Context: an optimization exercise on an open-source flow, tuned for small area, a short achievable clock period and few clock cycles per item. The choices shown serve that exercise and are no tape-out recipe. The RTL was checked by simulation tests, not by an equivalence proof against the original design. Power is estimated from default activity; no workload was simulated.

==> design/flow/design.v <==
module saes_core (
    input  wire        clk,
    input  wire        rst,
    input  wire        cmd_valid,
    output wire        cmd_ready,
    input  wire [23:0] cmd,
    output wire        rsp_valid,
    input  wire        rsp_ready,
    output wire        rsp_err,
    output wire [15:0] rsp_data
);
    localparam [7:0] OP_RDST  = 8'h01, OP_RST   = 8'h02, OP_GFM   = 8'h10,
                     OP_SBX   = 8'h20, OP_ISBX  = 8'h21, OP_SBB   = 8'h22,
                     OP_ISBB  = 8'h23, OP_LDS   = 8'h30, OP_RDS   = 8'h31,
                     OP_RDN   = 8'h32, OP_WRN   = 8'h33, OP_RDM   = 8'h34,
                     OP_WRM   = 8'h35, OP_RTN   = 8'h36, OP_LDK   = 8'h40,
                     OP_RDK   = 8'h41, OP_KEXP  = 8'h42, OP_RDW   = 8'h43,
                     OP_RDRK  = 8'h44, OP_ARK   = 8'h50, OP_ARKI  = 8'h51,
                     OP_SUBN  = 8'h52, OP_ISUBN = 8'h53, OP_MIXC  = 8'h54,
                     OP_IMIXC = 8'h55, OP_SHRW  = 8'h56, OP_ENC   = 8'h58,
                     OP_DEC   = 8'h59, OP_TRC   = 8'h60, OP_RDTI  = 8'h61,
                     OP_RDTS  = 8'h62, OP_RDTK  = 8'h63, OP_RDTW  = 8'h64;
    localparam [2:0] E_ILLEGAL = 3'd1, E_INDEX = 3'd2, E_NOKEY = 3'd3, E_NOTRACE = 3'd4;
    localparam [15:0] SB0 = 16'hC8B9, SB1 = 16'hEB0C, SB2 = 16'hF192, SB3 = 16'h705D;
    localparam [15:0] IB0 = 16'h48BE, IB1 = 16'h8DA9, IB2 = 16'hF1A2, IB3 = 16'hD0CD;
    function [3:0] sbox;
        input [3:0] n;
        sbox = {SB3[n], SB2[n], SB1[n], SB0[n]};
    endfunction
    function [3:0] isbox;
        input [3:0] n;
        isbox = {IB3[n], IB2[n], IB1[n], IB0[n]};
    endfunction
    function [3:0] xt;
        input [3:0] a;
        xt = {a[2:0], 1'b0} ^ (a[3] ? 4'h3 : 4'h0);
    endfunction
    function [3:0] gfmul;
        input [3:0] a;
        input [3:0] b;
        reg   [3:0] a1, a2, a3;
        begin
            a1 = xt(a);
            a2 = xt(a1);
            a3 = xt(a2);
            gfmul = (b[0] ? a : 4'h0) ^ (b[1] ? a1 : 4'h0) ^
                    (b[2] ? a2 : 4'h0) ^ (b[3] ? a3 : 4'h0);
        end
    endfunction
    function [3:0] mul2;
        input [3:0] a;
        mul2 = xt(a);
    endfunction
    function [3:0] mul4;
        input [3:0] a;
        mul4 = xt(xt(a));
    endfunction
    function [3:0] mul9;
        input [3:0] a;
        mul9 = xt(xt(xt(a))) ^ a;
    endfunction
    function [15:0] subn;
        input [15:0] s;
        subn = {sbox(s[15:12]), sbox(s[11:8]), sbox(s[7:4]), sbox(s[3:0])};
    endfunction
    function [15:0] isubn;
        input [15:0] s;
        isubn = {isbox(s[15:12]), isbox(s[11:8]), isbox(s[7:4]), isbox(s[3:0])};
    endfunction
    function [15:0] shr;
        input [15:0] s;
        shr = {s[15:12], s[3:0], s[7:4], s[11:8]};
    endfunction
    function [15:0] mix;
        input [15:0] s;
        mix = {s[15:12] ^ mul4(s[11:8]), mul4(s[15:12]) ^ s[11:8],
               s[7:4]   ^ mul4(s[3:0]),  mul4(s[7:4])   ^ s[3:0]};
    endfunction
    function [15:0] imix;
        input [15:0] s;
        imix = {mul9(s[15:12]) ^ mul2(s[11:8]), mul2(s[15:12]) ^ mul9(s[11:8]),
                mul9(s[7:4])   ^ mul2(s[3:0]),  mul2(s[7:4])   ^ mul9(s[3:0])};
    endfunction
    function [47:0] expandkey;
        input [15:0] key;
        reg   [7:0]  w0, w1, w2, w3, w4, w5;
        begin
            w0 = key[15:8];
            w1 = key[7:0];
            w2 = w0 ^ {sbox(w1[3:0]), sbox(w1[7:4])} ^ 8'h80;
            w3 = w2 ^ w1;
            w4 = w2 ^ {sbox(w3[3:0]), sbox(w3[7:4])} ^ 8'h30;
            w5 = w4 ^ w3;
            expandkey = {w0, w1, w2, w3, w4, w5};
        end
    endfunction
    reg [15:0] S, K, TX, TK;
    reg        KSV, TRV, MODE, ERR;
    reg [2:0]  ECODE;
    reg        pend, hold_err;
    wire [7:0]  op  = cmd[23:16];
    wire [15:0] imm = cmd[15:0];
    wire        stall;
    wire        accept = cmd_valid && !pend && !stall;
    wire        pend_nx = !rst && (pend ? !rsp_ready : (accept && !rsp_ready));
    assign cmd_ready = !pend && !stall;
    assign rsp_valid = pend || (cmd_valid && !stall);
    reg         csrc, cmode;
    wire [15:0] cx = csrc ? TX : S;
    wire [15:0] ck = csrc ? TK : K;
    wire        m  = cmode;
    reg  [31:0] EXW;
    wire [47:0] CW = {ck, EXW};
    wire [15:0] C0 = ck, C1 = EXW[31:16], C2 = EXW[15:0];
    wire [15:0] c2 = cx ^ (m ? C2 : C0);
    wire [15:0] c4 = m ? isubn(shr(c2)) : subn(shr(c2));
    wire [15:0] c3 = m ? shr(c2) : shr(c4);
    wire [15:0] cz = m ? (c4 ^ C1) : c4;
    wire [15:0] cm = m ? imix(cz) : mix(cz);
    wire [15:0] c5 = m ? cz : cm;
    wire [15:0] c6_nx = m ? cm : (cm ^ C1);
    reg  [15:0] MID;
    reg         mid_ok;
    wire [15:0] c6 = MID;
    wire [15:0] c8 = m ? isubn(shr(c6)) : subn(shr(c6));
    wire [15:0] c7 = m ? shr(c6) : shr(c8);
    wire [15:0] c9 = c8 ^ (m ? C0 : C2);
    wire need_k  = (op == OP_RDW) || (op == OP_RDRK) || (op == OP_ARK);
    wire need_cm = (op == OP_ENC) || (op == OP_DEC) || (op == OP_TRC);
    wire need_cm_mode = (op == OP_TRC) ? imm[0] : op[0];
    wire need_t  = (op == OP_RDTK) || (op == OP_RDTW);
    wire need_ts = (op == OP_RDTS);
    wire need_mid = (op == OP_ENC) || (op == OP_DEC) || (op == OP_TRC) ||
                    ((op == OP_RDTS) && (imm[3] || (imm[2] && imm[1])));
    assign stall = (need_mid && !mid_ok) ||
                 (need_k && csrc) ||
                 (need_cm && (csrc || cmode != need_cm_mode)) ||
                 (need_t && !csrc) ||
                 (need_ts && (!csrc || cmode != MODE));
    wire [3:0] ti = imm[3:0];
    wire [2:0] tj = imm[6:4];
    reg [15:0] tr_state;
    reg        tr_has_rk;
    always @(*) begin
        tr_state = TX;
        case (ti)
            4'd2: tr_state = c2;
            4'd3: tr_state = c3;
            4'd4: tr_state = c4;
            4'd5: tr_state = c5;
            4'd6: tr_state = c6;
            4'd7: tr_state = c7;
            4'd8: tr_state = c8;
            4'd9, 4'd10: begin
                tr_state = c9;
            end
            default: ;
        endcase
        tr_has_rk = (ti == 4'd2) || (ti == 4'd9) || (ti == 4'd5 && MODE) || (ti == 4'd6 && !MODE);
    end
    wire       tr_mid = MODE && (ti >= 4'd2) && (ti <= 4'd9);
    reg  [1:0]  rk_idx;
    reg         rk_none;
    always @(*) begin
        rk_none = 1'b0;
        rk_idx  = imm[1:0];
        if (op[5]) begin
            case (ti)
                4'd2:    rk_idx = MODE ? 2'd2 : 2'd0;
                4'd5:    begin rk_idx = 2'd1; rk_none = !MODE; end
                4'd6:    begin rk_idx = 2'd1; rk_none = MODE; end
                4'd9:    rk_idx = MODE ? 2'd0 : 2'd2;
                default: rk_none = 1'b1;
            endcase
        end
    end
    wire [15:0] rk_i = rk_none ? 16'h0000 :
                       (rk_idx == 2'd0) ? C0 : (rk_idx == 2'd1) ? C1 : C2;
    wire [15:0] tr_rk = rk_i;
    wire [2:0]  wb_idx = op[5] ? tj : imm[2:0];
    wire [7:0]  w_i    = (wb_idx == 3'd0) ? CW[47:40] : (wb_idx == 3'd1) ? CW[39:32] :
                         (wb_idx == 3'd2) ? CW[31:24] : (wb_idx == 3'd3) ? CW[23:16] :
                         (wb_idx == 3'd4) ? CW[15:8]  : CW[7:0];
    wire [7:0]  tr_word = (ti != 4'd1) ? 8'h00 : w_i;
    wire [15:0] ark_s = S ^ (op[0] ? imm : rk_i);
    reg         ex_err;
    reg  [2:0]  ex_code;
    reg         ex_wr_s;
    reg  [15:0] ex_s;
    always @(*) begin
        ex_err  = 1'b0;
        ex_code = 3'd0;
        ex_wr_s = 1'b0;
        ex_s    = S;
        case (op)
            OP_RDST, OP_RST, OP_GFM, OP_SBX, OP_ISBX, OP_SBB, OP_ISBB, OP_RDS,
            OP_RDN, OP_RDM, OP_RTN, OP_LDK, OP_RDK, OP_KEXP: ;
            OP_LDS:   begin ex_wr_s = 1'b1; ex_s = imm; end
            OP_WRN, OP_WRM: begin
                ex_wr_s = 1'b1;
                case ((op == OP_WRN) ? imm[5:4] : {imm[4], imm[5]})
                    2'd0: ex_s = {imm[3:0], S[11:0]};
                    2'd1: ex_s = {S[15:12], imm[3:0], S[7:0]};
                    2'd2: ex_s = {S[15:8], imm[3:0], S[3:0]};
                    default: ex_s = {S[15:4], imm[3:0]};
                endcase
            end
            OP_RDW: begin
                if (imm[2:0] > 3'd5) begin
                    ex_err = 1'b1; ex_code = E_INDEX;
                end else if (!KSV) begin
                    ex_err = 1'b1; ex_code = E_NOKEY;
                end
            end
            OP_RDRK, OP_ARK: begin
                if (imm[1:0] == 2'd3) begin
                    ex_err = 1'b1; ex_code = E_INDEX;
                end else if (!KSV) begin
                    ex_err = 1'b1; ex_code = E_NOKEY;
                end else if (op == OP_ARK) begin
                    ex_wr_s = 1'b1;
                    ex_s    = ark_s;
                end
            end
            OP_ARKI:  begin ex_wr_s = 1'b1; ex_s = ark_s; end
            OP_SUBN:  begin ex_wr_s = 1'b1; ex_s = subn(S); end
            OP_ISUBN: begin ex_wr_s = 1'b1; ex_s = isubn(S); end
            OP_MIXC:  begin ex_wr_s = 1'b1; ex_s = mix(S); end
            OP_IMIXC: begin ex_wr_s = 1'b1; ex_s = imix(S); end
            OP_SHRW:  begin ex_wr_s = 1'b1; ex_s = shr(S); end
            OP_ENC, OP_DEC, OP_TRC: begin ex_wr_s = 1'b1; ex_s = c9; end
            OP_RDTI, OP_RDTS, OP_RDTK, OP_RDTW: begin
                if (ti > 4'd10 || (op == OP_RDTW && tj > 3'd5)) begin
                    ex_err = 1'b1; ex_code = E_INDEX;
                end else if (!TRV) begin
                    ex_err = 1'b1; ex_code = E_NOTRACE;
                end
            end
            default: begin
                ex_err = 1'b1; ex_code = E_ILLEGAL;
            end
        endcase
    end
    wire h_rdst = (op == OP_RDST), h_gfm  = (op == OP_GFM),  h_sbx  = (op == OP_SBX),
         h_isbx = (op == OP_ISBX), h_sbb  = (op == OP_SBB),  h_isbb = (op == OP_ISBB),
         h_lds  = (op == OP_LDS),  h_rds  = (op == OP_RDS),  h_rdn  = (op == OP_RDN),
         h_wrn  = (op == OP_WRN),  h_rdm  = (op == OP_RDM),  h_wrm  = (op == OP_WRM),
         h_rtn  = (op == OP_RTN),  h_rdk  = (op == OP_RDK),  h_rdw  = (op == OP_RDW),
         h_rdrk = (op == OP_RDRK), h_ark  = (op == OP_ARK),  h_arki = (op == OP_ARKI),
         h_subn = (op == OP_SUBN), h_isub = (op == OP_ISUBN), h_mixc = (op == OP_MIXC),
         h_imix = (op == OP_IMIXC), h_shrw = (op == OP_SHRW),
         h_cph  = (op == OP_ENC) || (op == OP_DEC) || (op == OP_TRC),
         h_rdti = (op == OP_RDTI), h_rdts = (op == OP_RDTS), h_rdtk = (op == OP_RDTK),
         h_rdtw = (op == OP_RDTW);
    wire ok_w   = KSV && (imm[2:1] != 2'b11);
    wire ok_rk  = KSV && (imm[1:0] != 2'b11);
    wire ok_t   = TRV && (ti <= 4'd10);
    wire ok_tw  = ok_t && (tj <= 3'd5);
    wire [1:0]  rdn_i  = h_rdn ? imm[1:0] : {imm[0], imm[1]};
    wire [3:0]  s_nib  = (rdn_i == 2'd0) ? S[15:12] : (rdn_i == 2'd1) ? S[11:8] :
                         (rdn_i == 2'd2) ? S[7:4] : S[3:0];
    wire [15:0] rd =
        ({16{h_rdst}} & {5'b0, ECODE, TRV, 1'b0, TRV, TRV, ERR, MODE, TRV, KSV}) |
        ({16{h_gfm}}  & {12'h000, gfmul(imm[7:4], imm[3:0])}) |
        ({16{h_sbx}}  & {12'h000, sbox(imm[3:0])}) |
        ({16{h_isbx}} & {12'h000, isbox(imm[3:0])}) |
        ({16{h_sbb}}  & {8'h00, sbox(imm[7:4]), sbox(imm[3:0])}) |
        ({16{h_isbb}} & {8'h00, isbox(imm[7:4]), isbox(imm[3:0])}) |
        ({16{h_lds}}  & imm) |
        ({16{h_rds}}  & S) |
        ({16{h_rdn || h_rdm}} & {12'h000, s_nib}) |
        ({16{h_wrn || h_wrm}} & ex_s) |
        ({16{h_rtn}}  & {8'h00, imm[3:0], imm[7:4]}) |
        ({16{h_rdk}}  & K) |
        ({16{h_rdw && ok_w}} & {8'h00, w_i}) |
        ({16{h_rdrk && ok_rk}} & rk_i) |
        ({16{(h_ark && ok_rk) || h_arki}} & ark_s) |
        ({16{h_subn}} & subn(S)) |
        ({16{h_isub}} & isubn(S)) |
        ({16{h_mixc}} & mix(S)) |
        ({16{h_imix}} & imix(S)) |
        ({16{h_shrw}} & shr(S)) |
        ({16{h_cph}}  & c9) |
        ({16{h_rdti && ok_t}} & {6'b0, ti == 4'd1, tr_has_rk, 3'b000, tr_mid, ti}) |
        ({16{h_rdts && ok_t}} & tr_state) |
        ({16{h_rdtk && ok_t}} & tr_rk) |
        ({16{h_rdtw && ok_tw}} & {8'h00, tr_word}) |
        {13'b0, ex_code};
    assign rsp_err  = pend ? hold_err : ex_err;
    assign rsp_data = pend ? MID : rd;
    always @(posedge clk) begin
        if (rst || (accept && op == OP_RST)) begin
            S     <= 16'h0000;
            K     <= 16'h0000;
            KSV   <= 1'b0;
            TRV   <= 1'b0;
            MODE  <= 1'b0;
            ERR   <= 1'b0;
            ECODE <= 3'd0;
        end else if (accept) begin
            if (ex_err) begin
                if (!ERR) begin
                    ERR   <= 1'b1;
                    ECODE <= ex_code;
                end
            end else begin
                if (ex_wr_s) S <= ex_s;
                if (op == OP_LDK) begin
                    K   <= imm;
                    KSV <= 1'b0;
                end
                if (op == OP_KEXP || op == OP_ENC || op == OP_DEC || op == OP_TRC)
                    KSV <= 1'b1;
                if (op == OP_TRC) begin
                    MODE <= imm[0];
                    TRV  <= 1'b1;
                end
            end
        end
    end
    always @(posedge clk) begin
        if (accept && op == OP_TRC) begin
            TX <= S;
            TK <= K;
        end
    end
    always @(posedge clk) begin
        if (rst) begin
            pend <= 1'b0;
        end else begin
            pend <= pend_nx;
        end
    end
    wire clr     = rst || (accept && op == OP_RST);
    wire set_cfg = cmd_valid && !pend && stall;
    wire lds_sw   = accept && op == OP_LDS && csrc;
    wire csrc_nx  = clr ? 1'b0 :
                    set_cfg ? (need_t || need_ts) :
                    (accept && op == OP_TRC) ? 1'b1 :
                    lds_sw ? 1'b0 : csrc;
    wire cmode_nx = clr ? 1'b0 :
                    set_cfg ? (need_ts ? MODE : need_cm_mode) :
                    (accept && op == OP_TRC) ? imm[0] : cmode;
    wire [47:0] EXP0 = expandkey(16'h0000);
    wire [47:0] exw_new   = expandkey((op == OP_LDK) ? imm : (csrc ? K : TK));
    wire        sw_src    = set_cfg && ((need_t || need_ts) != csrc);
    always @(posedge clk) begin
        csrc  <= csrc_nx;
        cmode <= cmode_nx;
        if (clr)
            EXW <= EXP0[31:0];
        else if (accept && op == OP_LDK && !csrc)
            EXW <= exw_new[31:0];
        else if (sw_src || lds_sw)
            EXW <= exw_new[31:0];
    end
    wire opnd_write = accept && !ex_err &&
                      ((ex_wr_s && op != OP_TRC) || op == OP_LDK || op == OP_RST);
    always @(posedge clk) begin
        MID    <= pend_nx ? (pend ? MID : rd) : c6_nx;
        mid_ok <= !clr && !opnd_write && !pend_nx && csrc_nx == csrc && cmode_nx == cmode;
    end
    always @(posedge clk) begin
        if (!pend) begin
            hold_err  <= ex_err;
        end
    end
endmodule
==> design/flow/flow/run.sh <==
#!/bin/bash
# Layout flow: the standard layout (standard.sh), with these changes:
#  - synthesis: Yosys's adder extraction is skipped (ADDER_MAP_FILE empty), so the
#    XOR-heavy cipher logic is mapped by ABC instead of being frozen into half-adder
#    cells, and ABC maps with flow/abc.script (deep AIG resynthesis, then area mapping)
#    in place of ORFS's abc_area.script;
#  - placement: every input and output port still gets its own buffer, but a buf_4
#    rather than the default choice (a slow delay cell).
# Everything else, including register names and cell types, is the standard flow's.
set -euo pipefail
export FLOW_WORK="$PWD"
export FLOW_ABC_SCRIPT="$PWD/flow/abc.script"
bash standard.sh ADDER_MAP_FILE= SYNTH_SCRIPT="$PWD/flow/synth.tcl" \
  BUFFER_PORTS_ARGS="-buffer_cell sky130_fd_sc_hd__buf_4" finish > standard_flow.log 2>&1
==> design/flow/flow/abc.script <==
strash
&get -n
&deepsyn -T 30
&put
dch -f
map -a
topo
stime -c
buffer -c
upsize -c
dnsize -c
==> design/flow/flow/synth.tcl <==
# The standard flow's synthesis script (synth_recipe.tcl), with ABC's -script replaced by this flow's.
proc abc {args} {
  set i [lsearch -exact $args -script]
  if { $i >= 0 } { lset args [expr { $i + 1 }] $::env(FLOW_ABC_SCRIPT) }
  yosys abc {*}$args
}
source $::env(FLOW_WORK)/synth_recipe.tcl
==> design/flow/standard.sh <==
#!/bin/bash
# synth_recipe.tcl (not shown) runs the flow's synth.tcl, then flattens the netlist and writes it again
# the make line also repeats each setting of config.mk as NAME=value (left out here)
make -C /OpenROAD-flow-scripts/flow DESIGN_CONFIG=/design/flow/config.mk WORK_HOME=/design/flow/orfs CLKGATE_MAP_FILE= SYNTH_SCRIPT=/design/flow/synth_recipe.tcl "${@:-finish}"
==> design/flow/config.mk <==
export PLATFORM = sky130hd
export DESIGN_NAME = saes_core
export DESIGN_NICKNAME = saes_core
export VERILOG_FILES = /design/flow/design.v
export SDC_FILE = /design/flow/constraint.sdc
export NUM_CORES = 4
export LEC_CHECK = 0
export ABC_AREA = 1
export CAP_MARGIN = 20
export CORE_MARGIN = 2
export CORE_UTILIZATION = 45
export SETUP_SLACK_MARGIN = 3
export SLEW_MARGIN = 20
==> design/flow/constraint.sdc <==
create_clock -name core_clock -period 10.0 [get_ports {clk}]
set_input_delay 2.0000 -clock core_clock [delete_from_list [all_inputs] [get_ports {clk}]]
set_output_delay 2.0000 -clock core_clock [all_outputs]
set_load 0.01 [all_outputs]
==> flow_summary.yaml, run 1 <==
status:
  run_status: "complete, no violations"
pwr:
  cellPowerDensity_nw_per_um2: 136
  totalPowerFinal_mw: 2.22
  cellInternalPower_mw: 1.17
  seqPwrFrac_pct: 26.8
  power.leakage_nw: 6.45
  power_share_of_the_combinational_group_pct: 42.3
  fraction_of_power_spent_switching_nets_pct: 47.1
  power.share.clock_pct: 30.9
  worst_ir_drop_vdd_uv: 111
  p_switching_mw: 1.05
synth:
  synth_enable_flop_cells: 32
  synthesis.yosys.warnings: 1
  synthArstFlopShare_pct: 0
  synth_seq_area_share_pct: 20.1
  synthesis.area_per_instance_um2: 6.30
  ys_top_cells_by_area: "sky130_fd_sc_hd__dfxtp_1 (13%), sky130_fd_sc_hd__nand2_1 (8.8%), sky130_fd_sc_hd__nor2_1 (8.1%), sky130_fd_sc_hd__inv_1 (7.4%), sky130_fd_sc_hd__edfxtp_1 (6.9%)"
  synth_area_um2: 14000
  synth_top_cells_by_count: "sky130_fd_sc_hd__nand2_1 (327), sky130_fd_sc_hd__nor2_1 (302), sky130_fd_sc_hd__inv_1 (277)"
  ys_types: 75
  synth.ff_latch_count: 124
  post-synth-top-area-cell: "sky130_fd_sc_hd__dfxtp_1"
  synth_top_area_share_pct: 13.2
  syn-instance-count: 2218
  net_count_after_synthesis: 2246
  postSynth.topFlopCell: "sky130_fd_sc_hd__dfxtp_1"
  most_common_cell_in_the_synthesized_netlist: "sky130_fd_sc_hd__nand2_1"
setup_path:
  cp_data_arrival_time_ns: 5.04
  worst-setup-path-type: "primary input to primary output"
  required_ns: 8.00
  critical_path_peak_fanout: 16
  critical_path.endpoint_type: "primary output"
  critPathLaunchType: "primary input"
route:
  initialDrtViolationCount: 3751
  drc_errors: 0
  detailroute.via_count: 19150
  ant_nets: 0
  drt_pass1_iterations: 9
  drt_wl_total_mm: 83.0
  average_wire_per_cell_in_the_routed_design_um: 31.1
  via_per_inst: 7.17
timing:
  setup_viol_count_final: 0
  timing.clock.skew_ns: 0.0245
  timing.final.crit_period_ns: 7.04
  hold_viol: 0
  min_period_over_period_pct: 70.4
  setup_tns_ns: 0
  timing.final.max_slew_violations: 0
  maxSlewHeadroom_pct: 34.1
  fmaxAchievable_mhz: 142
  unrepaired_setup_endpoints_after_global_routing: "yes"
  tightestPinTransition_ns: 0.988
final_layout:
  finish.instance_area_um2: 16300
  fillers: 3053
  design.final.nets: 2286
  final-instance-count-excl-fill: 2670
  post_route_cells_drive_above_1_share_pct: 16.6
  area_grow_syn2layout_pct: 16.4
grt:
  grt_pass1_wl_mm: 118
  grt_overflow_total: 0
  vias_in_the_first_global_route: 17247
  antenna_violations_before_repair: 4
  grt_max_degree: 70
  track_usage_pct: 48.8
clock_tree:
  cts_tree: "yes"
  cts_root_buffer: "sky130_fd_sc_hd__clkbuf_16"
  cts-buffers-inserted: 17
  numClockSinks: 124
  latest_clock_arrival_within_the_worst_skew_pair_ns: 0.46
  ctsHtreeMaxLevel: 4
  clk_transition_reported_paths_ns: 0.07
  ctsHoldBuffers: 0
  cts_buffer_depth: 2
die:
  io_pins: 47
  die-height_um: 180
  initial_utilization_pct: 45.7
  chipWidth_um: 180
  std_cell_rows: 64
  die_area_um2: 32500
  core_area_um2: 30600
min_path:
  worst_hold_path_type: "register to register"
placed_design:
  gpl.final_weighted_congestion: 1.09
  place.detailed.instances: 2595
  place.port_buffers: 46
  dp_hpwl_mm: 63.7
  placed_instance_area_um2: 14600
flow_run:
  drv.max_cap_violation_count: 0
==> stage by stage <==
| step | util (%) | hold WS (ns) | setup WS, ns |
|---|---|---|---|
| floorplan | - | 0.403 | 3.41 |
| detailed placement | 47.8 | 0.423 | 1.78 |
| CTS | 51.2 | 0.439 | 2.94 |
| global route | 53.1 | 0.443 | 2.92 |
| global placement | 47.8 | 0.413 | 1.79 |
| finish | 53.2 | 0.440 | 2.96 |
==> power by group through the flow <==
| stage | combinational, mW | clock, mW | sequential, mW |
|---|---|---|---|
| 4_1_cts | 0.836 | 0.673 | 0.591 |
| 2_1_floorplan | 0.522 | 0 | 0.571 |
| 5_1_grt | 0.955 | 0.694 | 0.597 |
| 3_5_place_dp | 0.816 | 0 | 0.602 |
| 6_report | 0.939 | 0.685 | 0.595 |
| 3_3_place_gp | 0.808 | 0 | 0.600 |
==> routing by layer <==
layer,vias to the layer above,global-route usage [%],share of wire [%]
li1,7912,-,-
met1,8816,61.0,35
met2,1961,72.2,41
met3,455,16.5,16
met4,6,30.1,8.0
met5,-,0,0.12
==> registers in the layout, indices dropped and copies added, names as in the netlist <==
register	flops
MID	16
KSV	1
ECODE	3
TK	16
csrc	1
MODE	1
ERR	1
S	16
pend	1
TX	16
K	16
cmode	1
mid_ok	1
EXW	32
TRV	1
hold_err	1
==> kinds of logic (layout without fill, tap and decap cells) <==
family          Yosys count  count (layout)  share of synthesized area [%]
simple gates            808             808                           24.1
buf+inv                 416             469                           11.8
mux                       2               2                          0.170
flops                   124             124                           20.1
other cells               0               3                              0
compound gates          768             768                           36.6
xor+xnor                100             100                           7.32
==> worst max-delay path, stage by stage <==
cell	delay, ns
sky130_fd_sc_hd__buf_6	0.20
sky130_fd_sc_hd__clkinvlp_4	0.20
sky130_fd_sc_hd__buf_4	0.17
sky130_fd_sc_hd__nor2_1	0.20
sky130_fd_sc_hd__inv_1	0.14
sky130_fd_sc_hd__nor2_2	0.21
sky130_fd_sc_hd__nand3_1	0.10
sky130_fd_sc_hd__o21ai_1	0.29
sky130_fd_sc_hd__nand2_1	0.23
sky130_fd_sc_hd__nor2_4	0.36
sky130_fd_sc_hd__nand2_1	0.13
sky130_fd_sc_hd__o211ai_1	0.12
sky130_fd_sc_hd__nor2_1	0.15
sky130_fd_sc_hd__a41oi_2	0.32
sky130_fd_sc_hd__buf_4	0.18
==> path summary, 6_finish.rpt <==
check	endpoint	from	cells past startpoint	slack, ns
min	TK[2]	K[2]	0	0.44
max	rsp_data[1]	cmd[0]	15	2.96
min reg2reg	TK[2]	K[2]	0	0.44
max reg2reg	MID[2]	csrc	23	5.32
==> layout by cell type (no fill, tap or decap), types with 9 or more instances in the layout <==
cell type | netlist | routed
sky130_fd_sc_hd__nand2_1 | 327 | 323
sky130_fd_sc_hd__nor2_1 | 302 | 274
sky130_fd_sc_hd__inv_1 | 277 | 265
sky130_fd_sc_hd__o21ai_0 | 177 | 172
sky130_fd_sc_hd__a21oi_1 | 142 | 136
sky130_fd_sc_hd__buf_4 | 3 | 106
sky130_fd_sc_hd__dfxtp_1 | 92 | 89
sky130_fd_sc_hd__o22ai_1 | 78 | 77
sky130_fd_sc_hd__nand3_1 | 72 | 69
sky130_fd_sc_hd__xor2_1 | 55 | 55
sky130_fd_sc_hd__a22oi_1 | 48 | 46
sky130_fd_sc_hd__nor3_1 | 41 | 37
sky130_fd_sc_hd__o21ai_1 | 31 | 33
sky130_fd_sc_hd__edfxtp_1 | 32 | 32
sky130_fd_sc_hd__inv_2 | 34 | 31
sky130_fd_sc_hd__o221ai_1 | 32 | 31
sky130_fd_sc_hd__a221oi_1 | 45 | 31
sky130_fd_sc_hd__xnor2_1 | 30 | 30
sky130_fd_sc_hd__o211ai_1 | 29 | 29
sky130_fd_sc_hd__o2111ai_1 | 27 | 26
sky130_fd_sc_hd__a31oi_1 | 26 | 25
sky130_fd_sc_hd__nor2_2 | 8 | 24
sky130_fd_sc_hd__nand2_2 | 14 | 18
sky130_fd_sc_hd__clkbuf_16 | 0 | 17
sky130_fd_sc_hd__o21ai_2 | 13 | 16
sky130_fd_sc_hd__nor2_4 | 3 | 15
sky130_fd_sc_hd__or2_1 | 14 | 14
sky130_fd_sc_hd__o31ai_1 | 14 | 14
sky130_fd_sc_hd__a221oi_2 | 1 | 13
sky130_fd_sc_hd__a21oi_2 | 6 | 11
sky130_fd_sc_hd__a211oi_1 | 13 | 10
sky130_fd_sc_hd__nand4_1 | 10 | 10
sky130_fd_sc_hd__clkinvlp_4 | 0 | 9
sky130_fd_sc_hd__xor2_2 | 10 | 9
==> final cells by class <==
type | count | area (µm²) | share of cell area [%]
inverters | 320 | 1260 | 7.75
diodes | 3 | 7.51 | 0.0462
flip-flops and latches | 124 | 2810 | 17.3
clock inverters | 15 | 190 | 1.17
clock buffers | 17 | 425 | 2.62
well taps | 396 | 495 | 3.05
repair buffers | 117 | 963 | 5.92
multi-input cells | 1678 | 10100 | 62.2
==> timing repair <==
item,4_1_cts,5_1_grt
setup endpoints to repair,17,17
setup buffers,15,25
pin swaps,7,18
gates resized for setup,73,93
Testbench counts, summed over its fixed seeds: cycles 80,887, cmds 75,981.
==> run 2: changes to the inputs <==
--- a/design/flow/design.v
+++ b/design/flow/design.v
@@ -151,14 +151,12 @@
             4'd6: tr_state = c6;
             4'd7: tr_state = c7;
             4'd8: tr_state = c8;
-            4'd9, 4'd10: begin
-                tr_state = c9;
-            end
+            4'd9, 4'd10: tr_state = c9;
             default: ;
         endcase
         tr_has_rk = (ti == 4'd2) || (ti == 4'd9) || (ti == 4'd5 && MODE) || (ti == 4'd6 && !MODE);
     end
-    wire       tr_mid = MODE && (ti >= 4'd2) && (ti <= 4'd9);
+    wire       tr_id4 = MODE && (ti >= 4'd2) && (ti <= 4'd9);    
     reg  [1:0]  rk_idx;
     reg         rk_none;
     always @(*) begin
@@ -281,7 +279,7 @@
         ({16{h_imix}} & imix(S)) |
         ({16{h_shrw}} & shr(S)) |
         ({16{h_cph}}  & c9) |
-        ({16{h_rdti && ok_t}} & {6'b0, ti == 4'd1, tr_has_rk, 3'b000, tr_mid, ti}) |
+        ({16{h_rdti && ok_t}} & {6'b0, ti == 4'd1, tr_has_rk, 3'b000, tr_id4, ti}) |
         ({16{h_rdts && ok_t}} & tr_state) |
         ({16{h_rdtk && ok_t}} & tr_rk) |
         ({16{h_rdtw && ok_tw}} & {8'h00, tr_word}) |
--- a/design/flow/flow/run.sh
+++ b/design/flow/flow/run.sh
@@ -2,7 +2,7 @@
 # Layout flow: the standard layout (standard.sh), with these changes:
 #  - synthesis: Yosys's adder extraction is skipped (ADDER_MAP_FILE empty), so the
 #    XOR-heavy cipher logic is mapped by ABC instead of being frozen into half-adder
-#    cells, and ABC maps with flow/abc.script (deep AIG resynthesis, then area mapping)
+#    cells, and ABC maps with flow/abc.script (deep AIG resynthesis until 20 rounds bring no gain, then area mapping)
 #    in place of ORFS's abc_area.script;
 #  - placement: every input and output port still gets its own buffer, but a buf_4
 #    rather than the default choice (a slow delay cell).
==> design/flow/flow/abc.script (replaced) <==
strash
&get -n
&deepsyn -J 20 -T 600
&put
dch -f
map -a
topo
stime -c
buffer -c
upsize -c
dnsize -c
--- a/design/flow/config.mk
+++ b/design/flow/config.mk
@@ -8,6 +8,6 @@
 export ABC_AREA = 1
 export CAP_MARGIN = 20
 export CORE_MARGIN = 2
-export CORE_UTILIZATION = 45
+export CORE_UTILIZATION = 40
 export SETUP_SLACK_MARGIN = 3
 export SLEW_MARGIN = 20
==> run 2 against run 1 <==
Flip-flop and latch count is the same; critical path type unchanged; critical path depth shrank 1; via count shrank 3.1%; global-route usage shrank 3.3 points; utilization shrank 5.8 points; register-to-register slack gained 0.03 ns; clock skew shrank 0.0047 ns; hold slack lost 0.0063 ns; sequential power is essentially flat; largest cell class unchanged.
==> flow_summary.yaml, run 2 <==
timing:
  unrepaired_setup_endpoints_after_global_routing: "yes"
  setup_viol_count_final: 0
  fmaxAchievable_mhz: 142
  timing.final.ws_setup_ns: 2.97
  timing.final.crit_period_ns: 7.03
  hold_viol: 0
  timing.clock.skew_ns: 0.0198
  maxSlewHeadroom_pct: 32.5
  timing.final.max_slew_violations: 0
  setup_tns_ns: 0
  min_period_over_period_pct: 70.3
  tightestPinTransition_ns: 1.01
synth:
  synth_enable_flop_cells: 32
  post-synth-top-area-cell: "sky130_fd_sc_hd__dfxtp_1"
  synth_top_cells_by_count: "sky130_fd_sc_hd__nand2_1 (327), sky130_fd_sc_hd__nor2_1 (302), sky130_fd_sc_hd__inv_1 (277)"
  most_common_cell_in_the_synthesized_netlist: "sky130_fd_sc_hd__nand2_1"
  postSynth.topFlopCell: "sky130_fd_sc_hd__dfxtp_1"
  synthArstFlopShare_pct: 0
  synth_top_area_share_pct: 13.2
  ys_types: 75
  synth.ff_latch_count: 124
  synthesis.yosys.warnings: 1
  synth_area_um2: 14000
  syn-instance-count: 2218
  synth_seq_area_share_pct: 20.1
  net_count_after_synthesis: 2246
  ys_top_cells_by_area: "sky130_fd_sc_hd__dfxtp_1 (13%), sky130_fd_sc_hd__nand2_1 (8.8%), sky130_fd_sc_hd__nor2_1 (8.1%), sky130_fd_sc_hd__inv_1 (7.4%), sky130_fd_sc_hd__edfxtp_1 (6.9%)"
  synthesis.area_per_instance_um2: 6.30
pwr:
  cellPowerDensity_nw_per_um2: 134
  fraction_of_power_spent_switching_nets_pct: 45.0
  cellInternalPower_mw: 1.20
  power.share.clock_pct: 31.0
  power.leakage_nw: 6.43
  seqPwrFrac_pct: 27.4
  worst_ir_drop_vdd_uv: 145
  power_share_of_the_combinational_group_pct: 41.6
  p_switching_uw: 981
final_layout:
  area_grow_syn2layout_pct: 16.8
  post_route_cells_drive_above_1_share_pct: 16.7
  design.final.nets: 2287
  largest_reg_flops: 32
  layout.cells.most_common: "sky130_fd_sc_hd__nand2_1"
  mostFrequentLayoutCells: "sky130_fd_sc_hd__nand2_1 (321), sky130_fd_sc_hd__nor2_1 (274), sky130_fd_sc_hd__inv_1 (263)"
  largest_register: "EXW"
setup_path:
  critical_path.endpoint_type: "primary output"
  critical-path-slowest-cell: "sky130_fd_sc_hd__a2111oi_2"
  cp_data_arrival_time_ns: 5.03
  critPathLaunchType: "primary input"
  required_ns: 8.00
  path_delay_family: "compound AO/OA/AOI/OAI gates"
  critical_path_peak_fanout: 16
  worst-setup-path-type: "primary input to primary output"
  max_stage_delay_ns: 0.44
  worstPathBufferInverterCount: 6
  worstPathCellList: "buf_8, clkinvlp_4, nor2_2, a21oi_1, buf_4, inv_4, o32ai_2, nor2_2, inv_1, o221ai_1, nor2_1, a2111oi_2, a41oi_2, buf_4"
clock_tree:
  ctsHoldBuffers: 0
  cts-buffers-inserted: 17
  cts_root_buffer: "sky130_fd_sc_hd__clkbuf_16"
  cts_buffer_depth: 2
  ctsHtreeMaxLevel: 4
  latest_clock_arrival_within_the_worst_skew_pair_ns: 0.46
  clk_transition_reported_paths_ns: 0.07
  numClockSinks: 124
  cts_tree: "yes"
flow_run:
  drv.max_cap_violation_count: 0
grt:
  globalRouteMet1Util_pct: 58.0
  global_route.peak_usage_layer: "met2"
  grt_overflow_total: 0
  vias_in_the_first_global_route: 16961
  antenna_violations_before_repair: 2
  globalRouteMet3Util_pct: 12.2
  grt_pass1_wl_mm: 119
  grt_max_degree: 70
  track_usage_pct: 45.6
  met2_usage_pct: 68.7
placed_design:
  place.port_buffers: 46
  place_worst_setup_slack_ns: 1.82
  gpl.final_weighted_congestion: 1.06
  dp_hpwl_mm: 65.9
route:
  drt_pass1_iterations: 7
  drt_wl_total_mm: 84.7
  detailroute.via_count: 18557
  initialDrtViolationCount: 2768
  ant_nets: 0
  via_per_inst: 6.80
  average_wire_per_cell_in_the_routed_design_um: 31.0
  drc_errors: 0
die:
  chipWidth_um: 191
  std_cell_rows: 68
  io_pins: 47
  initial_utilization_pct: 40.6
  die_area_um2: 36400
  die-height_um: 191
  core_area_um2: 34500
min_path:
  worst_hold_path_type: "register to register"
status:
  run_status: "complete, no violations"
[run 2: cell counts after synthesis]
No cell type changed its count.
[run 2: final timing paths]
path                 end  startpoint  depth (start not counted)  slack, ns
max reg2reg       MID[1]        S[4]                         19       5.35
min reg2reg        TK[2]        K[2]                          0       0.43
min                TK[2]        K[2]                          0       0.43
max          rsp_data[1]      cmd[0]                         14       2.97
[run 2: stage by stage]
step / std cells / hold WS [ns] / total power [mW] / cell area (µm²) / util (%)
floorplan: 2218 / 0.403 / 1.09 / 14000 / -
global placement: 2657 / 0.413 / 1.42 / 14700 / 42.7
detailed placement: 2657 / 0.417 / 1.43 / 14700 / 42.7
CTS: 2699 / 0.433 / 2.11 / 15700 / 45.7
global route: 2727 / 0.449 / 2.23 / 16300 / 47.3
finish: 2729 / 0.434 / 2.18 / 16300 / 47.4
[run 2: timing repair]
action | CTS | global route
setup endpoints to repair | 17 | 16
gates resized for setup | 77 | 78
setup buffers | 10 | 28
pin swaps | 5 | 12
[run 2: cell type report]
| class | instances | area (µm²) |
|---|---|---|
| fill | 3661 | 18100 |
| multi-input combinational | 1678 | 10100 |
| sequential | 124 | 2810 |
| inverter | 320 | 1260 |
| timing repair buffer | 118 | 938 |
| tap | 455 | 569 |
| clock buffer | 18 | 429 |
| clock inverter | 14 | 184 |
| antenna | 2 | 5.00 |
[run 2: power groups by stage]
stage / Combinational, mW / Clock [mW] / Sequential, mW
finish: 0.907 / 0.677 / 0.597
global route: 0.936 / 0.694 / 0.600
CTS: 0.838 / 0.676 / 0.594
detailed placement: 0.820 / 0 / 0.605
global placement: 0.817 / 0 / 0.604
floorplan: 0.522 / 0 / 0.571
[run 2: per-layer routing]
layer / share of wire [%] / wire (µm) / vias to the layer above
met3: 13 / 11300 / 368
met5: 0.019 / 16 / -
met2: 42 / 35300 / 1529
met4: 7.4 / 6280 / 2
met1: 37 / 31700 / 8735
li1: - / - / 7923
[run 2: cells by family (layout without fill, tap and decap cells)]
| kind of cell | Yosys count | after routing | synth area share [%] |
|---|---|---|---|
| AOI/OAI and AO/OA | 768 | 768 | 36.6 |
| and+or+nand+nor | 808 | 808 | 24.1 |
| other | 0 | 2 | 0 |
| DFF | 124 | 124 | 20.1 |
| muxes | 2 | 2 | 0.170 |
| buffers and inverters | 416 | 470 | 11.8 |
| xor gates and xnor gates | 100 | 100 | 7.32 |
Testbench counts of run 2, summed over its fixed seeds: cycles 80,887, cmds 75,981.
==> run 3: changes to the inputs <==
--- a/design/flow/config.mk
+++ b/design/flow/config.mk
@@ -8,6 +8,6 @@
 export ABC_AREA = 1
 export CAP_MARGIN = 20
 export CORE_MARGIN = 2
-export CORE_UTILIZATION = 40
-export SETUP_SLACK_MARGIN = 3
+export CORE_UTILIZATION = 45
+export SETUP_SLACK_MARGIN = 3.3
 export SLEW_MARGIN = 20
==> run 3 against run 2 <==
Maximum frequency increased by 3.9%; largest power group unchanged; cell count up 0.48%; clock-buffer cell count fell by 1; combinational power rose by 8.8%; synthesized area did not move; setup slack gained 0.26 ns; die area is 11% lower; highest routed layer unchanged; final area grew 7.3%; via count increased by 4.8%; still clean on timing, DRC and antenna; critical path type unchanged; sequential share of layout area shrank 1.2 points; sequential power hardly changed; global-route usage increased by 3.9 points.
==> flow_summary.yaml, run 3 <==
setup_path:
  critPathLaunchType: "primary input"
  worstPathCellList: "buf_16, clkinvlp_4, buf_4, nor2_2, inv_1, nor2_2, nand3_1, o21ai_1, nand2_2, nor2_4, inv_1, o22ai_1, nor2_1, a41oi_2, buf_4"
  critical_path_peak_fanout: 13
  worst-setup-path-type: "primary input to primary output"
  critical-path-slowest-cell: "sky130_fd_sc_hd__o21ai_1"
  critical_path.endpoint_type: "primary output"
  required_ns: 8.00
  cp_data_arrival_time_ns: 4.77
  setup.reg_to_reg.worst_slack_ns: 5.45
  max_stage_delay_ns: 0.33
grt:
  track_usage_pct: 49.5
  grt_overflow_total: 0
  antenna_violations_before_repair: 3
  grt_pass1_wl_mm: 119
  vias_in_the_first_global_route: 17459
  grt_max_degree: 70
pwr:
  power_share_of_the_combinational_group_pct: 43.6
  worst_ir_drop_vdd_uv: 104
  power.leakage_nw: 6.96
  seqPwrFrac_pct: 26.3
  cellPowerDensity_nw_per_um2: 130
  fraction_of_power_spent_switching_nets_pct: 47.0
  power.share.clock_pct: 30.1
  p_switching_mw: 1.07
  cellInternalPower_mw: 1.20
  totalPowerFinal_mw: 2.27
synth:
  synthesis.yosys.warnings: 1
  synthesis.area_per_instance_um2: 6.30
  most_common_cell_in_the_synthesized_netlist: "sky130_fd_sc_hd__nand2_1"
  synth_simple_gate_area_share_pct: 24.1
  synth_top_area_share_pct: 13.2
  synth_top_family_by_area: "compound AO/OA/AOI/OAI gates"
  net_count_after_synthesis: 2246
  synth_enable_flop_cells: 32
  synth-compound-area-share_pct: 36.6
  post-synth-top-area-cell: "sky130_fd_sc_hd__dfxtp_1"
  ys_top_cells_by_area: "sky130_fd_sc_hd__dfxtp_1 (13%), sky130_fd_sc_hd__nand2_1 (8.8%), sky130_fd_sc_hd__nor2_1 (8.1%), sky130_fd_sc_hd__inv_1 (7.4%), sky130_fd_sc_hd__edfxtp_1 (6.9%)"
  syn-instance-count: 2218
  synthArstFlopShare_pct: 0
  postSynth.topFlopCell: "sky130_fd_sc_hd__dfxtp_1"
  synth_top_cells_by_count: "sky130_fd_sc_hd__nand2_1 (327), sky130_fd_sc_hd__nor2_1 (302), sky130_fd_sc_hd__inv_1 (277)"
  synth.ff_latch_count: 124
  synth_fa_ha_area_share_pct: 0
  synth_mux_area_share_pct: 0.170
  synth_seq_area_share_pct: 20.1
  ys_types: 75
  synth_area_um2: 14000
  synthXorXnorAreaFrac_pct: 7.32
final_layout:
  layout.cells.most_common: "sky130_fd_sc_hd__nand2_1"
  largest_register: "EXW"
  post_route_cells_drive_above_1_share_pct: 23.1
  largest_reg_flops: 32
  design.final.nets: 2360
  fillers: 2919
  area_grow_syn2layout_pct: 25.3
  mostFrequentLayoutCells: "sky130_fd_sc_hd__nand2_1 (313), sky130_fd_sc_hd__nor2_1 (255), sky130_fd_sc_hd__inv_1 (242)"
die:
  initial_utilization_pct: 45.7
  core_area_um2: 30600
  chipWidth_um: 180
  io_pins: 47
  die_area_um2: 32500
  std_cell_rows: 64
  die-height_um: 180
timing:
  hold_viol: 0
  setup_viol_count_final: 0
  tightestPinTransition_ns: 0.972
  fmaxAchievable_mhz: 148
  timing.final.max_slew_violations: 0
  min_period_over_period_pct: 67.7
  timing.clock.skew_ns: 0.0249
  maxSlewHeadroom_pct: 33.5
  timing.final.ws_setup_ns: 3.23
  unrepaired_setup_endpoints_after_global_routing: "yes"
  timing.final.crit_period_ns: 6.77
  setup_tns_ns: 0
clock_tree:
  latest_clock_arrival_within_the_worst_skew_pair_ns: 0.47
  clk_transition_reported_paths_ns: 0.07
  cts_tree: "yes"
  numClockSinks: 124
  cts-buffers-inserted: 17
  cts_root_buffer: "sky130_fd_sc_hd__clkbuf_16"
  cts_buffer_depth: 2
  ctsHoldBuffers: 0
  ctsHtreeMaxLevel: 4
placed_design:
  place_worst_setup_slack_ns: 1.78
  place.port_buffers: 46
  gpl.final_weighted_congestion: 1.09
  dp_hpwl_mm: 63.7
route:
  initialDrtViolationCount: 3687
  drt_pass1_iterations: 10
  via_per_inst: 7.10
  drt_wl_total_mm: 84.7
  detailroute.via_count: 19455
  ant_nets: 0
  average_wire_per_cell_in_the_routed_design_um: 30.9
  drc_errors: 0
flow_run:
  drv.max_cap_violation_count: 0
min_path:
  worst_hold_path_type: "register to register"
status:
  run_status: "complete, no violations"
run 3: cell count changes in the layout (fill, tap and decap cells not counted), sizes merged:
cell      before  now
buf          117  189
clkinvlp      14   17
bufinv         3    1
clkinv        11   13
inv          306  304
diode          2    1
run 3: worst max-delay path, delay by kind of cell:
kind / cells / cell delay [ns]
buf+inv: 6 / 0.95
simple gates: 6 / 0.97
compound gates: 3 / 0.84
run 3: worst paths after layout:
| kind | from | endpoint | cells past startpoint |
|---|---|---|---|
| setup / recovery | cmd[0] | rsp_data[1] | 15 |
| hold / removal | K[2] | TK[2] | 0 |
| setup reg to reg | csrc | MID[3] | 22 |
| hold reg to reg | K[2] | TK[2] | 0 |
run 3: cell type report:
class                   instances  area (µm²)  share of cell area [%]
multi-input cells            1678       10600                    60.3
flip-flops and latches        124        2810                    16.1
inverters                     320        1320                    7.55
repair buffers                191        1690                    9.68
clock inverters                15         190                    1.09
well taps                     396         495                    2.83
clock buffers                  17         425                    2.43
diodes                          1        2.50                  0.0143
run 3: timing repair:
action / CTS / global route
pin swaps: 23 / 45
setup endpoints to repair: 18 / 17
buffers inserted: 35 / 77
resized for setup: 170 / 149
cloned: 0 / 2
run 3: logic make-up (layout without fill, tap and decap cells):
| kind of cell | Yosys count | after routing |
|---|---|---|
| and+or+nand+nor | 808 | 808 |
| AOI/OAI and AO/OA | 768 | 768 |
| buffers and inverters | 416 | 543 |
| muxes | 2 | 2 |
| DFF | 124 | 124 |
| other | 0 | 1 |
| xor gates and xnor gates | 100 | 100 |
run 3: power by group through the flow:
stage | clock network (mW) | logic (mW) | registers (mW)
floorplan | 0 | 0.522 | 0.571
global placement | 0 | 0.808 | 0.600
detailed placement | 0 | 0.816 | 0.602
CTS | 0.673 | 0.859 | 0.591
global route | 0.694 | 1.01 | 0.599
finish | 0.683 | 0.987 | 0.596
run 3: stage by stage:
stage | hold slack (ns) | instance area (µm²) | utilization, % | cells
after floorplan | 0.403 | 14000 | - | 2218
after global placement | 0.413 | 14600 | 47.8 | 2595
after detailed placement | 0.423 | 14600 | 47.8 | 2595
after CTS | 0.439 | 16200 | 53.1 | 2662
after global routing | 0.460 | 17500 | 57.2 | 2741
final | 0.462 | 17500 | 57.2 | 2742
run 3: per-layer routing:
metal	share of wire, %	track usage (%)
met1	35	61.6
met2	40	73.7
met3	16	17.0
met4	8.7	29.5
met5	0.041	0
==> run 4: changes to the inputs <==
--- a/design/flow/config.mk
+++ b/design/flow/config.mk
@@ -8,6 +8,6 @@
 export ABC_AREA = 1
 export CAP_MARGIN = 20
 export CORE_MARGIN = 2
-export CORE_UTILIZATION = 45
-export SETUP_SLACK_MARGIN = 3.3
+export CORE_UTILIZATION = 40
+export SETUP_SLACK_MARGIN = 2.7
 export SLEW_MARGIN = 20
==> run 4 against run 3 <==
Sequential power hardly changed; clock power decreased by 0.6%; maximum frequency is 8.4% lower; flip-flop and latch count is the same; global-route usage decreased by 3.9 points; sequential share of layout area up 1.7 points; first-iteration DRC count fell by 23%; wire length decreased by 0.66%; total power shrank 4.6%; clock skew is 0.0035 ns lower; clock-buffer cell count increased by 1; still clean.
==> flow_summary.yaml, run 4 <==
timing:
  setup_viol_count_final: 0
  setup_tns_ns: 0
  finalHoldWorstSlack_ns: 0.435
  fmaxAchievable_mhz: 135
  timing.final.max_slew_violations: 0
  timing.final.crit_period_ns: 7.38
  maxSlewHeadroom_pct: 32.7
  timing.clock.skew_ns: 0.0214
  min_period_over_period_pct: 73.8
  tightestPinTransition_ns: 1.01
  hold_viol: 0
  unrepaired_setup_endpoints_after_global_routing: "yes"
synth:
  postSynth.topFlopCell: "sky130_fd_sc_hd__dfxtp_1"
  synth_enable_flop_cells: 32
  synth.ff_latch_count: 124
  synth_seq_area_share_pct: 20.1
  synthesis.yosys.warnings: 1
  syn-instance-count: 2218
  synth_top_cells_by_count: "sky130_fd_sc_hd__nand2_1 (327), sky130_fd_sc_hd__nor2_1 (302), sky130_fd_sc_hd__inv_1 (277)"
  most_common_cell_in_the_synthesized_netlist: "sky130_fd_sc_hd__nand2_1"
  synth_area_um2: 14000
  synth_top_area_share_pct: 13.2
  ys_top_cells_by_area: "sky130_fd_sc_hd__dfxtp_1 (13%), sky130_fd_sc_hd__nand2_1 (8.8%), sky130_fd_sc_hd__nor2_1 (8.1%), sky130_fd_sc_hd__inv_1 (7.4%), sky130_fd_sc_hd__edfxtp_1 (6.9%)"
  post-synth-top-area-cell: "sky130_fd_sc_hd__dfxtp_1"
  net_count_after_synthesis: 2246
  ys_types: 75
  synthesis.area_per_instance_um2: 6.30
  synthArstFlopShare_pct: 0
clock_tree:
  latest_clock_arrival_within_the_worst_skew_pair_ns: 0.47
  ctsHtreeMaxLevel: 4
  cts-buffers-inserted: 17
  clk_transition_reported_paths_ns: 0.07
  cts_root_buffer: "sky130_fd_sc_hd__clkbuf_16"
  cts_tree: "yes"
  numClockSinks: 124
  cts_buffer_depth: 2
min_path:
  count_of_cells_along_the_worst_hold_path: 0
  worst_hold_path_type: "register to register"
  min-delay-start: "K[2]"
  timing.hold.worst_endpoint: "TK[2]"
setup_path:
  reg2reg_depth: 16
  required_ns: 8.00
  cp_data_arrival_time_ns: 5.38
  max_stage_delay_ns: 0.70
  path_delay_family: "buffers and inverters"
  critical_path.endpoint_type: "primary output"
  worstPathCellList: "buf_4, nor2_1, inv_1, nor2_1, buf_4, nor2_1, inv_1, a2111oi_0, a41oi_1, o22ai_1, inv_1, buf_4"
  regToRegStartpoint: "cmode"
  worstPathBufferInverterCount: 6
  critPathLaunchType: "primary input"
  setup.reg_to_reg.worst_slack_ns: 5.08
  critical_path_peak_fanout: 16
  worst-setup-path-type: "primary input to primary output"
  crit-reg2reg-capture: "MID[3]"
  critical-path-slowest-cell: "sky130_fd_sc_hd__a2111oi_0"
die:
  io_pins: 47
  initial_utilization_pct: 40.6
  std_cell_rows: 68
  die-height_um: 191
  core_area_um2: 34500
  die_area_um2: 36400
  chipWidth_um: 191
grt:
  track_usage_pct: 45.6
  grt_overflow_total: 0
  grt_max_degree: 70
  vias_in_the_first_global_route: 17010
  antenna_violations_before_repair: 3
  grt_pass1_wl_mm: 119
route:
  detailroute.via_count: 18459
  drt_pass1_iterations: 8
  via_per_inst: 6.83
  initialDrtViolationCount: 2846
  average_wire_per_cell_in_the_routed_design_um: 31.2
  ant_nets: 0
  drt_wl_total_mm: 84.2
  drc_errors: 0
flow_run:
  drv.max_cap_violation_count: 0
final_layout:
  area_grow_syn2layout_pct: 13.0
  fillers: 3698
  layout.cells.most_common: "sky130_fd_sc_hd__nand2_1"
  mostFrequentLayoutCells: "sky130_fd_sc_hd__nand2_1 (327), sky130_fd_sc_hd__nor2_1 (290), sky130_fd_sc_hd__inv_1 (273)"
  largest_register: "EXW"
  largest_reg_flops: 32
  design.final.nets: 2260
  post_route_cells_drive_above_1_share_pct: 13.5
  final-instance-count-excl-fill: 2701
pwr:
  worst_ir_drop_vdd_uv: 145
  cellPowerDensity_nw_per_um2: 137
  power.leakage_nw: 6.24
status:
  run_status: "complete, no violations"
placed_design:
  dp_hpwl_mm: 65.9
  gpl.final_weighted_congestion: 1.06
  place.port_buffers: 46
  place.detailed.instances: 2657
[run 4: power by group]
| part | switching, mW | internal, mW | total (mW) |
|---|---|---|---|
| Sequential | 0.0578 | 0.539 | 0.597 |
| Clock | 0.282 | 0.397 | 0.679 |
| Combinational | 0.632 | 0.255 | 0.887 |
| Total | 0.972 | 1.19 | 2.16 |
[run 4: cell families (layout without fill, tap and decap cells)]
| group | count (synthesis) | after routing | synth area share, % |
|---|---|---|---|
| buffers and inverters | 416 | 443 | 11.8 |
| DFF | 124 | 124 | 20.1 |
| and+or+nand+nor | 808 | 808 | 24.1 |
| AOI/OAI and AO/OA | 768 | 768 | 36.6 |
| xor gates and xnor gates | 100 | 100 | 7.32 |
| muxes | 2 | 2 | 0.170 |
| other | 0 | 1 | 0 |
[run 4: timing repair]
item / CTS / global route
pin swaps: 1 / 2
setup buffers: 6 / 5
gates resized for setup: 38 / 42
endpoints found under the setup margin: 17 / 16
hold buffers: 0 / 0
[run 4: final cells by class]
| class | count | area [µm²] | share of cell area, % |
|---|---|---|---|
| inverters | 320 | 1220 | 7.75 |
| multi-input cells | 1678 | 9870 | 62.5 |
| repair buffers | 91 | 701 | 4.44 |
| diodes | 1 | 2.50 | 0.0158 |
| clock buffers | 18 | 429 | 2.72 |
| well taps | 455 | 569 | 3.61 |
| clock inverters | 14 | 184 | 1.16 |
| flip-flops and latches | 124 | 2810 | 17.8 |
[run 4: layer usage]
| metal | global-route usage [%] | up-vias | wire length (µm) |
|---|---|---|---|
| met3 | 11.7 | 323 | 10700 |
| met4 | 26.9 | 0 | 5800 |
| li1 | - | 7870 | - |
| met5 | 0 | - | 0 |
| met1 | 58.3 | 8711 | 31900 |
| met2 | 68.8 | 1555 | 35700 |
[run 4: worst max-delay path by stage]
| stage | end | slack (ns) | depth (start not counted) | start |
|---|---|---|---|---|
| 4_1_cts | rsp_data[3] | 2.73 | 16 | cmd[3] |
| 3_3_place_gp | rsp_data[15] | 1.71 | 14 | cmd[0] |
| 6_report | rsp_data[6] | 2.62 | 12 | cmd[0] |
| 2_1_floorplan | rsp_data[5] | 3.41 | 14 | cmd[0] |
| 3_5_place_dp | rsp_data[15] | 1.82 | 14 | cmd[0] |
| 5_1_grt | rsp_data[3] | 2.57 | 17 | cmd[0] |
[run 4: metrics by stage]
step,util (%),total power [mW],instance area [µm²],setup WS (ns)
after floorplan,-,1.09,14000,3.41
after global placement,42.7,1.42,14700,1.71
after detailed placement,42.7,1.43,14700,1.82
after CTS,45.1,2.10,15500,2.73
after global routing,45.8,2.21,15800,2.57
final,45.8,2.16,15800,2.62
==> run 5: changes to the inputs <==
--- a/design/flow/config.mk
+++ b/design/flow/config.mk
@@ -8,6 +8,6 @@
 export ABC_AREA = 1
 export CAP_MARGIN = 20
 export CORE_MARGIN = 2
-export CORE_UTILIZATION = 40
-export SETUP_SLACK_MARGIN = 2.7
+export CORE_UTILIZATION = 55
+export SETUP_SLACK_MARGIN = 3
 export SLEW_MARGIN = 20
==> run 5 against run 4 <==
Flip-flop and latch count is the same; still clean on timing, DRC and antenna; hold slack better by 0.015 ns; total power up 0.94%; utilization grew 18 points; setup slack gained 0.33 ns; global-route usage increased by 11 points; clock-buffer cell count up 1; wire length down 7.6%.
==> flow_summary.yaml, run 5 <==
synth:
  most_common_cell_in_the_synthesized_netlist: "sky130_fd_sc_hd__nand2_1"
  synthArstFlopShare_pct: 0
  ys_top_cells_by_area: "sky130_fd_sc_hd__dfxtp_1 (13%), sky130_fd_sc_hd__nand2_1 (8.8%), sky130_fd_sc_hd__nor2_1 (8.1%), sky130_fd_sc_hd__inv_1 (7.4%), sky130_fd_sc_hd__edfxtp_1 (6.9%)"
  synth.ff_latch_count: 124
  synth_enable_flop_cells: 32
  post-synth-top-area-cell: "sky130_fd_sc_hd__dfxtp_1"
  synth_top_cells_by_count: "sky130_fd_sc_hd__nand2_1 (327), sky130_fd_sc_hd__nor2_1 (302), sky130_fd_sc_hd__inv_1 (277)"
  syn-instance-count: 2218
  synth_top_area_share_pct: 13.2
  postSynth.topFlopCell: "sky130_fd_sc_hd__dfxtp_1"
  ys_types: 75
  synth_area_um2: 14000
  synth_seq_area_share_pct: 20.1
  synthesis.area_per_instance_um2: 6.30
  net_count_after_synthesis: 2246
  synthesis.yosys.warnings: 1
setup_path:
  setup.reg_to_reg.worst_slack_ns: 5.25
  critPathLaunchType: "primary input"
  required_ns: 8.00
  regToRegStartpoint: "csrc"
  reg2reg_depth: 22
  critical_path.endpoint_type: "primary output"
  cp_data_arrival_time_ns: 5.06
  critical_path_peak_fanout: 14
  worst-setup-path-type: "primary input to primary output"
  crit-reg2reg-capture: "MID[0]"
  crit_path_start: "cmd[1]"
timing:
  tightestPinTransition_ns: 1.20
  fmaxAchievable_mhz: 142
  timing.clock.skew_ns: 0.0135
  unrepaired_setup_endpoints_after_global_routing: "yes"
  setup_tns_ns: 0
  setup_viol_count_final: 0
  hold_viol: 0
  timing.final.crit_period_ns: 7.06
  timing.final.max_slew_violations: 0
  min_period_over_period_pct: 70.6
  maxSlewHeadroom_pct: 20.0
final_layout:
  design.final.nets: 2271
  finish.instance_area_um2: 16000
  area_grow_syn2layout_pct: 14.3
  final_util_pct: 63.8
  mostFrequentLayoutCells: "sky130_fd_sc_hd__nand2_1 (323), sky130_fd_sc_hd__nor2_1 (275), sky130_fd_sc_hd__inv_1 (264)"
  post_route_cells_drive_above_1_share_pct: 15.6
  largest_register: "EXW"
  largest_reg_flops: 32
  layout.cells.most_common: "sky130_fd_sc_hd__nand2_1"
  fillers: 2298
pwr:
  power.leakage_nw: 6.36
  totalPowerFinal_mw: 2.18
  worst_ir_drop_vdd_uv: 94.1
  cellPowerDensity_nw_per_um2: 137
placed_design:
  gpl.final_weighted_congestion: 1.18
  dp_hpwl_mm: 58.0
  placed_instance_area_um2: 14500
  place.port_buffers: 46
die:
  io_pins: 47
  chipWidth_um: 163
  die-height_um: 163
  core_area_um2: 25000
  initial_utilization_pct: 55.8
  die_area_um2: 26700
  std_cell_rows: 58
route:
  initialDrtViolationCount: 3997
  detailroute.via_count: 19255
  average_wire_per_cell_in_the_routed_design_um: 30.1
  drt_wl_total_mm: 77.8
  via_per_inst: 7.44
  ant_nets: 0
  drt_pass1_iterations: 12
  drc_errors: 0
clock_tree:
  ctsHtreeMaxLevel: 4
  clk_transition_reported_paths_ns: 0.07
  cts_tree: "yes"
  latest_clock_arrival_within_the_worst_skew_pair_ns: 0.45
  cts_buffer_depth: 2
  cts-buffers-inserted: 17
  numClockSinks: 124
  cts_root_buffer: "sky130_fd_sc_hd__clkbuf_16"
grt:
  grt_overflow_total: 0
  grt_pass1_wl_mm: 111
  vias_in_the_first_global_route: 17316
  antenna_violations_before_repair: 2
  track_usage_pct: 56.9
  grt_max_degree: 70
min_path:
  count_of_cells_along_the_worst_hold_path: 0
  worst_hold_path_type: "register to register"
  min-delay-start: "K[2]"
  timing.hold.worst_endpoint: "TK[2]"
flow_run:
  drv.max_cap_violation_count: 0
status:
  run_status: "complete, no violations"
run 5: metal layers:
metal  GRT usage (%)  up-vias  part of all wire (%)
met5               0        -                 0.017
met4            42.3        2                    10
met3            25.5      636                    18
met2            78.8     2041                    39
met1            68.8     8709                    34
li1                -     7867                     -
run 5: worst max-delay path: stages:
cell and delay (ns):
sky130_fd_sc_hd__buf_4 0.21, sky130_fd_sc_hd__clkinvlp_4 0.11, sky130_fd_sc_hd__buf_4 0.12, sky130_fd_sc_hd__nor2_4 0.06, sky130_fd_sc_hd__buf_12 0.13, sky130_fd_sc_hd__nand2_1 0.19, sky130_fd_sc_hd__nor2_4 0.08, sky130_fd_sc_hd__buf_4 0.16
sky130_fd_sc_hd__nor2_1 0.49, sky130_fd_sc_hd__inv_1 0.21, sky130_fd_sc_hd__a22oi_1 0.23, sky130_fd_sc_hd__o2111ai_1 0.12, sky130_fd_sc_hd__a31oi_1 0.25, sky130_fd_sc_hd__a221oi_2 0.11, sky130_fd_sc_hd__o32ai_2 0.33, sky130_fd_sc_hd__inv_1 0.10
sky130_fd_sc_hd__buf_4 0.16
run 5: cell families (layout without fill, tap and decap cells):
kind of cell | Yosys count | count (layout) | share of synthesized area [%]
AO/OA/AOI/OAI | 768 | 768 | 36.6
XOR/XNOR | 100 | 100 | 7.32
buffers and inverters | 416 | 454 | 11.8
flip-flops | 124 | 124 | 20.1
multiplexers | 2 | 2 | 0.170
other | 0 | 3 | 0
AND/OR/NAND/NOR | 808 | 808 | 24.1
run 5: through the flow:
step	hold slack, ns	cells	worst slack [ns]
2_1_floorplan	0.403	2218	3.41
3_3_place_gp	0.416	2523	1.91
3_5_place_dp	0.429	2523	1.90
4_1_cts	0.446	2567	2.94
5_1_grt	0.478	2586	2.93
6_report	0.450	2589	2.94
run 5: worst max-delay path by stage:
stage | endpoint | cells after the start
global placement | rsp_data[6] | 14
CTS | rsp_data[0] | 13
global route | rsp_data[9] | 20
floorplan | rsp_data[5] | 14
finish | rsp_data[5] | 17
detailed placement | rsp_data[6] | 14
run 5: area by class of cell:
cell class / instances / area [µm²] / area share (%)
timing repair buffer: 102 / 868 / 5.44
clock inverter: 13 / 143 / 0.893
antenna: 3 / 7.51 / 0.0470
clock buffer: 19 / 464 / 2.91
inverter: 320 / 1250 / 7.86
sequential: 124 / 2810 / 17.6
tap: 330 / 413 / 2.59
multi-input combinational: 1678 / 10000 / 62.7
run 5: timing repair:
item / 4_1_cts / 5_1_grt
hold buffers: 0 / 0
gates resized for setup: 67 / 81
endpoints found under the setup margin: 17 / 16
buffers inserted: 12 / 18
pin swaps: 5 / 9
gates cloned: 0 / 1
run 5: where the power goes:
group          internal, mW  switching [mW]  leakage, nW
logic                 0.262           0.632         5.04
clock network         0.376           0.320        0.301
registers             0.539          0.0547         1.02

static timing again, ports no longer ideal:
How much do the figures lean on ideal ports? The routed layouts below were timed once more, with nothing changed but the port constraints. Step 1 sets driving cells, clkbuf_16 on the clock port and buf_2 on the other inputs (assumed; they add their load-dependent delay and slew). Step 2 times the ports against the registers' clock, not the clock port: input delays grow and output delays shrink by t, the midpoint of the rising clock arrivals with the driver on. Slacks: ideal / step 1 / step 2; pairs: ideal / step 1.
run	t (ns)	setup WS [ns]	worst setup path after step 2	latest minus earliest clock arrival (ns)	pins driven straight from the clock port
run 1	0.500	2.955 / 2.920 / 2.920	input to output	0.025 / 0.025	1
run 2	0.511	2.973 / 2.923 / 2.824	input to register	0.020 / 0.020	1
run 3	0.504	3.234 / 3.147 / 3.147	input to output	0.025 / 0.026	1
run 4	0.513	2.616 / 2.592 / 2.592	input to output	0.021 / 0.022	1
run 5	0.501	2.941 / 2.905 / 2.905	input to output	0.014 / 0.014	1
After both steps every run listed still meets setup and hold. The setup slack of run 2, which loses most, moves by -0.050 ns with the drivers and by -0.149 ns with both steps.
